This is an optimization exercise on Yosys and OpenROAD, whose aim is small area, a short achievable clock period and few clock cycles, not a production implementation.
RTL that was checked went through simulation tests only; none was proved equivalent to the original.
Power and IR drop assume default switching activity.

## stele_codec
module stele_codec (
    input  wire        clk,
    input  wire        rst,
    input  wire        cmd_valid,
    output wire        cmd_ready,
    input  wire        cmd_op,         
    input  wire [31:0] pal0,
    input  wire [31:0] pal1,
    input  wire [31:0] pal2,
    input  wire [1:0]  pal_n,
    input  wire [15:0] width,
    input  wire [15:0] height,
    input  wire [31:0] npix,
    input  wire        px_valid,
    output wire        px_ready,
    input  wire [31:0] px_data,
    output wire        bo_valid,
    input  wire        bo_ready,
    output wire [7:0]  bo_data,
    input  wire        bi_valid,
    output wire        bi_ready,
    input  wire        bi_eos,
    input  wire [7:0]  bi_data,
    output wire        po_valid,
    input  wire        po_ready,
    output wire [31:0] po_data,
    output wire        busy,
    output reg         done,
    output reg         err,
    output wire [3:0]  err_kind,
    output reg  [2:0]  err_detail
);
clock: 10.0 ns
lec_check: 0
abc_clock_period_in_ps: 3000
cap_margin: 20
core_margin: 2
core_utilization: 40
setup_slack_margin: 5
slew_margin: 20
run.sh (not shown) runs the stock make flow with config.mk's settings and CLKGATE_MAP_FILE= SYNTH_SCRIPT=/design/flow/synth_recipe.tcl, a recipe that flattens the netlist after the stock synthesis.
The starting point finished with timing, DRC and antenna clean.
Edit:
ABC_CLOCK_PERIOD_IN_PS = default   (was 3000)
SETUP_SLACK_MARGIN = default   (was 5)
Result: The changed run went through all stages and came out clean. Core utilization falls by 0.32 points. Register-to-register slack is worse by 0.70 ns. Clock power stays flat. First-iteration DRC count rises slightly. Final area falls slightly.
No run of this note included a check of the RTL's function; only the layout flow was run.

* * *

stele_codec, a different RTL version from the one above (not shown whole).
Size in the first run: about 1400 cells after synthesis, about 210 flip-flops, ~270 I/O pins, ~14000 um2 of cells after synthesis.
==> flow/config.mk <==
export PLATFORM = sky130hd
export DESIGN_NAME = stele_codec
export DESIGN_NICKNAME = stele_codec
export VERILOG_FILES = /design/flow/design.v
export SDC_FILE = /design/flow/constraint.sdc
export NUM_CORES = 4
export LEC_CHECK = 0
export CAP_MARGIN = 20
export CORE_MARGIN = 2
export CORE_UTILIZATION = 40
export CTS_CLUSTER_DIAMETER = 100
export CTS_CLUSTER_SIZE = 30
export SLEW_MARGIN = 20
==> flow/constraint.sdc <==
create_clock -name core_clock -period 10.0 [get_ports {clk}]
set_input_delay 2.0000 -clock core_clock [delete_from_list [all_inputs] [get_ports {clk}]]
set_output_delay 2.0000 -clock core_clock [all_outputs]
set_load 0.01 [all_outputs]
standard.sh (not shown) runs the stock make flow with config.mk's settings and CLKGATE_MAP_FILE= SYNTH_SCRIPT=/design/flow/synth_recipe.tcl, a recipe that flattens the netlist after the stock synthesis.
==> flow/flow/run.sh <==
#!/bin/bash
set -euo pipefail
export BUFFER_PORTS_ARGS="-buffer_cell sky130_fd_sc_hd__buf_1"
export SETUP_SLACK_MARGIN=6.1
export SETUP_REPAIR_SEQUENCE="unbuffer,sizedown,sizeup,swap"
bash standard.sh finish > standard_flow.log 2>&1
Testbench counts at the start, summed over its fixed seeds: cycles 95,184.
==> next run, changes <==
==> flow/flow/run.sh (replaced) <==
#!/bin/bash
set -euo pipefail
export BUFFER_PORTS_ARGS="-buffer_cell sky130_fd_sc_hd__buf_1"
export SETUP_SLACK_MARGIN=5.8
bash standard.sh finish > standard_flow.log 2>&1
Result: Global-route usage grows by 0.24 points. Via count barely changes. Clock-buffer cell count does not change. Die area does not change.
==> next run, changes <==
==> flow/flow/run.sh (replaced) <==
#!/bin/bash
set -euo pipefail
export BUFFER_PORTS_ARGS="-buffer_cell sky130_fd_sc_hd__buf_1"
export SETUP_SLACK_MARGIN=6.0
export SETUP_REPAIR_SEQUENCE="unbuffer,sizedown,sizeup,swap"
bash standard.sh finish > standard_flow.log 2>&1
Outcome:
- The new run completed with no timing, DRC or antenna violations
- power drops by 3.2%
- wire length drops by 2.1%
- count of clock-buffer cells in the layout drops by 1
- setup slack improves by 0.19 ns
- worst hold slack improves by 0.0085 ns
- core utilization drops by 0.19 points
- non-clock buffer count climbs by 1
- final area drops by 0.41%
- sequential cell count stays the same
==> next run, changes <==
==> flow/flow/run.sh (replaced) <==
#!/bin/bash
set -euo pipefail
export BUFFER_PORTS_ARGS="-buffer_cell sky130_fd_sc_hd__buf_1"
export SETUP_SLACK_MARGIN=5.9
bash standard.sh finish > standard_flow.log 2>&1
Result:
- total power increases by 3.5%
- sequential power barely changes
- routed wire length came out higher by 2.3%
- die area does not change
- final area rises by 0.61%
- worst hold slack gets worse by 0.0081 ns
- cell count stays the same
- sequential cell count does not change
==> next run, changes <==
==> flow/flow/run.sh (replaced) <==
#!/bin/bash
set -euo pipefail
export BUFFER_PORTS_ARGS="-buffer_cell sky130_fd_sc_hd__buf_1"
export SETUP_SLACK_MARGIN=6.0
export CTS_ARGS="-sink_clustering_enable -repair_clock_nets -sink_clustering_size 30 -sink_clustering_max_diameter 100 -balance_levels -wire_unit 100"
bash standard.sh finish > standard_flow.log 2>&1
Count of clock-buffer cells in the layout shrinks by 1.
Sequential cell count does not change.
Design area goes down by about 0.6%.
Via count fell by about 1%.
Cell count stays flat.
Critical path depth goes down by 2.
Wire length is lower by about 2.2%.
Sequential share of layout area is higher by 0.25 points.
Synthesized area does not change.
==> next run, changes <==
==> flow/flow/run.sh (replaced) <==
#!/bin/bash
set -euo pipefail
export BUFFER_PORTS_ARGS="-buffer_cell sky130_fd_sc_hd__buf_1"
export SETUP_SLACK_MARGIN=6.0
bash standard.sh finish > standard_flow.log 2>&1
- CORE_UTILIZATION: 40 -> 55
Outcome: Global-route usage goes up by 7.0 points. Hold slack stays flat. Critical path depth goes down by 3. Register-to-register slack improves by 0.04 ns. First-iteration DRC count goes up by 49%. Die area goes down by about 27%. Wire length goes down by about 8%. Power goes up by about 0.7%.

* * *

Another version of the RTL of stele_codec (not shown whole).
For scale: ~1500 cells after synthesis, roughly 210 flip-flops, about 15000 sq um of cells after synthesis.
Settings: LEC_CHECK=0, CAP_MARGIN=20, CORE_MARGIN=2, CORE_UTILIZATION=40, SLEW_MARGIN=20; clock period 10.0 ns.
==> flow/flow/run.sh <==
#!/bin/bash
set -euo pipefail
export BUFFER_PORTS_ARGS="-buffer_cell sky130_fd_sc_hd__buf_1"
export SETUP_SLACK_MARGIN=6.0
bash standard.sh finish > standard_flow.log 2>&1
Testbench counts at the start, summed over its fixed seeds: cycles 95,120.
Then changed:
CTS_CLUSTER_DIAMETER = 100   (was unset)
CTS_CLUSTER_SIZE = 30   (was unset)
Outcome: The new run finished with timing, DRC and antenna clean. Design area falls by 2.4%. Hold slack is better by 0.0068 ns. Sequential cell count is unchanged. Sequential share of layout area rises by 0.85 points. Global-route usage falls by 0.34 points. Maximum frequency falls by 0.97%. Utilization falls by 1.1 points. Combinational power is about the same. Synthesized area is unchanged.
Then changed:
CTS_CLUSTER_DIAMETER = 80   (was 100)
CTS_CLUSTER_SIZE = 24   (was 30)
Outcome: Setup slack gets worse by 0.044 ns; total power increases by 1.1%; register-to-register slack hardly moves; final cell count climbs by 0.36%; global-route usage came out higher by 0.13 points.

* * *

stele_codec, a different RTL version from the one above (not shown whole).
Size in the first run: ~210 flip-flops, ~270 I/O pins, about 15,000 µm² of cells after synthesis.
## stele_codec
module stele_codec (
    input  wire        clk,
    input  wire        rst,
    input  wire        cmd_valid,
    output wire        cmd_ready,
    input  wire        cmd_op,         
    input  wire [31:0] pal0,
    input  wire [31:0] pal1,
    input  wire [31:0] pal2,
    input  wire [1:0]  pal_n,
    input  wire [15:0] width,
    input  wire [15:0] height,
    input  wire [31:0] npix,
    input  wire        px_valid,
    output wire        px_ready,
    input  wire [31:0] px_data,
    output wire        bo_valid,
    input  wire        bo_ready,
    output wire [7:0]  bo_data,
    input  wire        bi_valid,
    output wire        bi_ready,
    input  wire        bi_eos,
    input  wire [7:0]  bi_data,
    output wire        po_valid,
    input  wire        po_ready,
    output wire [31:0] po_data,
    output wire        busy,
    output reg         done,
    output reg         err,
    output wire [3:0]  err_kind,
    output reg  [2:0]  err_detail
);
    localparam [2:0] S_IDLE = 3'd0;
    localparam [2:0] S_DHDR = 3'd1;    
    localparam [2:0] S_MUL  = 3'd2;    
    localparam [2:0] S_EVAL = 3'd3;    
    localparam [2:0] S_EHDR = 3'd4;    
    localparam [2:0] S_ENC  = 3'd5;    
    localparam [2:0] S_DEC  = 3'd6;    
    reg  [2:0]  state;
    reg         s_idle, s_dhdr, s_ehdr, s_dec;
    reg  [2:0]  kind_r;
    assign err_kind = {1'b0, kind_r};
    reg         op_r;
    reg  [31:0] p0, p1, p2;
    reg         is3;          
    reg  [31:0] rem;          
    reg         rz;           
    reg  [3:0]  k;            
    reg         mm;           
    reg         ver_ok;
    reg  [31:0] sr;
    reg  [13:0] am;
    wire [7:0]  g    = sr[7:0];
    wire [7:0]  prev = sr[15:8];
    wire [7:0]  cnt  = sr[23:16];
    wire [5:0]  acc  = sr[29:24];
    wire        gv   = am[0];
    wire        fin  = am[1];
    wire        uerr = am[2];
    wire [7:0]  bb   = sr[7:0];
    wire [7:0]  lb   = sr[15:8];
    wire [1:0]  f    = sr[17:16];
    wire        bv   = sr[20];
  ...
Settings: LEC_CHECK=0, ABC_CLOCK_PERIOD_IN_PS=3000, CAP_MARGIN=20, CORE_MARGIN=2, CORE_UTILIZATION=40, SETUP_SLACK_MARGIN=5, SLEW_MARGIN=20; clock period 10.0 ns.
==> flow/flow/run.sh <==
#!/bin/bash
# Layout flow: the standard ORFS flow, with the port buffers that
# buffer_ports inserts made plain sky130 buffers.
set -euo pipefail
export BUFFER_PORTS_ARGS="-buffer_cell sky130_fd_sc_hd__buf_2"
bash standard.sh finish > standard_flow.log 2>&1
The starting point ran to the end with no violations.
Change:
--- a/flow/config.mk
+++ b/flow/config.mk
@@ -11,2 +11,3 @@
 export CORE_UTILIZATION = 40
+export CTS_BUF_LIST = sky130_fd_sc_hd__clkbuf_4 sky130_fd_sc_hd__clkbuf_8
 export SETUP_SLACK_MARGIN = 5
Result: The new run completed with no timing, DRC or antenna violations; sequential power barely changes; die area does not change; clock skew rose by 0.0077 ns; worst setup slack got worse by 0.073 ns.
Function was not checked in any run of this note: the RTL went through the layout flow alone.

-- re-timing with driven ports --
How much do the figures lean on ideal ports? The routed layouts below were timed once more, with nothing changed but the port constraints.
Step 1: set_driving_cell puts a clkbuf_16 on clk and a buf_2 on each other input, an assumption about the parent block.
Step 2 times the ports against the registers' clock, not the clock port: input delays grow and output delays shrink by t, the midpoint of the rising clock arrivals with the driver on.
Slacks: no drivers / after step 1 / after step 2; pairs: no drivers / after step 1.
run	t (ns)	setup slack, ns	hold slack, ns	slew at the worst register clock pin (ns)	cell pins on the clock port's net
the first run of note 1	0.520	5.135 / 5.081 / 4.682	0.504 / 0.504 / 0.504	0.09 / 0.09	1
the second run of note 1	0.528	4.300 / 4.242 / 4.158	0.498 / 0.498 / 0.498	0.09 / 0.09	1
the first run of note 2	0.541	6.097 / 6.044 / 5.732	0.476 / 0.476 / 0.476	0.11 / 0.11	1
the second run of note 2	0.558	5.881 / 5.826 / 5.410	0.459 / 0.459 / 0.459	0.12 / 0.12	1
the third run of note 2	0.542	6.071 / 6.017 / 5.613	0.467 / 0.467 / 0.467	0.11 / 0.11	1
the fourth run of note 2	0.558	5.961 / 5.907 / 5.431	0.459 / 0.459 / 0.459	0.12 / 0.12	1
the fifth run of note 2	0.542	6.068 / 6.014 / 5.612	0.467 / 0.467 / 0.467	0.11 / 0.11	1
the sixth run of note 2	0.546	6.091 / 6.041 / 5.587	0.465 / 0.465 / 0.465	0.12 / 0.12	1
the first run of note 3	0.605	6.053 / 6.027 / 5.553	0.464 / 0.464 / 0.464	0.06 / 0.06	1
the second run of note 3	0.556	6.014 / 5.958 / 5.574	0.471 / 0.471 / 0.471	0.12 / 0.12	1
the third run of note 3	0.561	5.970 / 5.917 / 5.542	0.468 / 0.468 / 0.468	0.08 / 0.08	1
the first run of note 4	0.603	5.205 / 5.154 / 4.630	0.486 / 0.486 / 0.486	0.06 / 0.06	1
the second run of note 4	0.654	5.132 / 5.082 / 4.589	0.483 / 0.483 / 0.483	0.06 / 0.06	1
After both steps setup and hold are still met in every run listed. For the first run of note 4, which loses most, drivers alone change the setup slack by -0.051 ns; drivers and shift together by -0.575 ns.
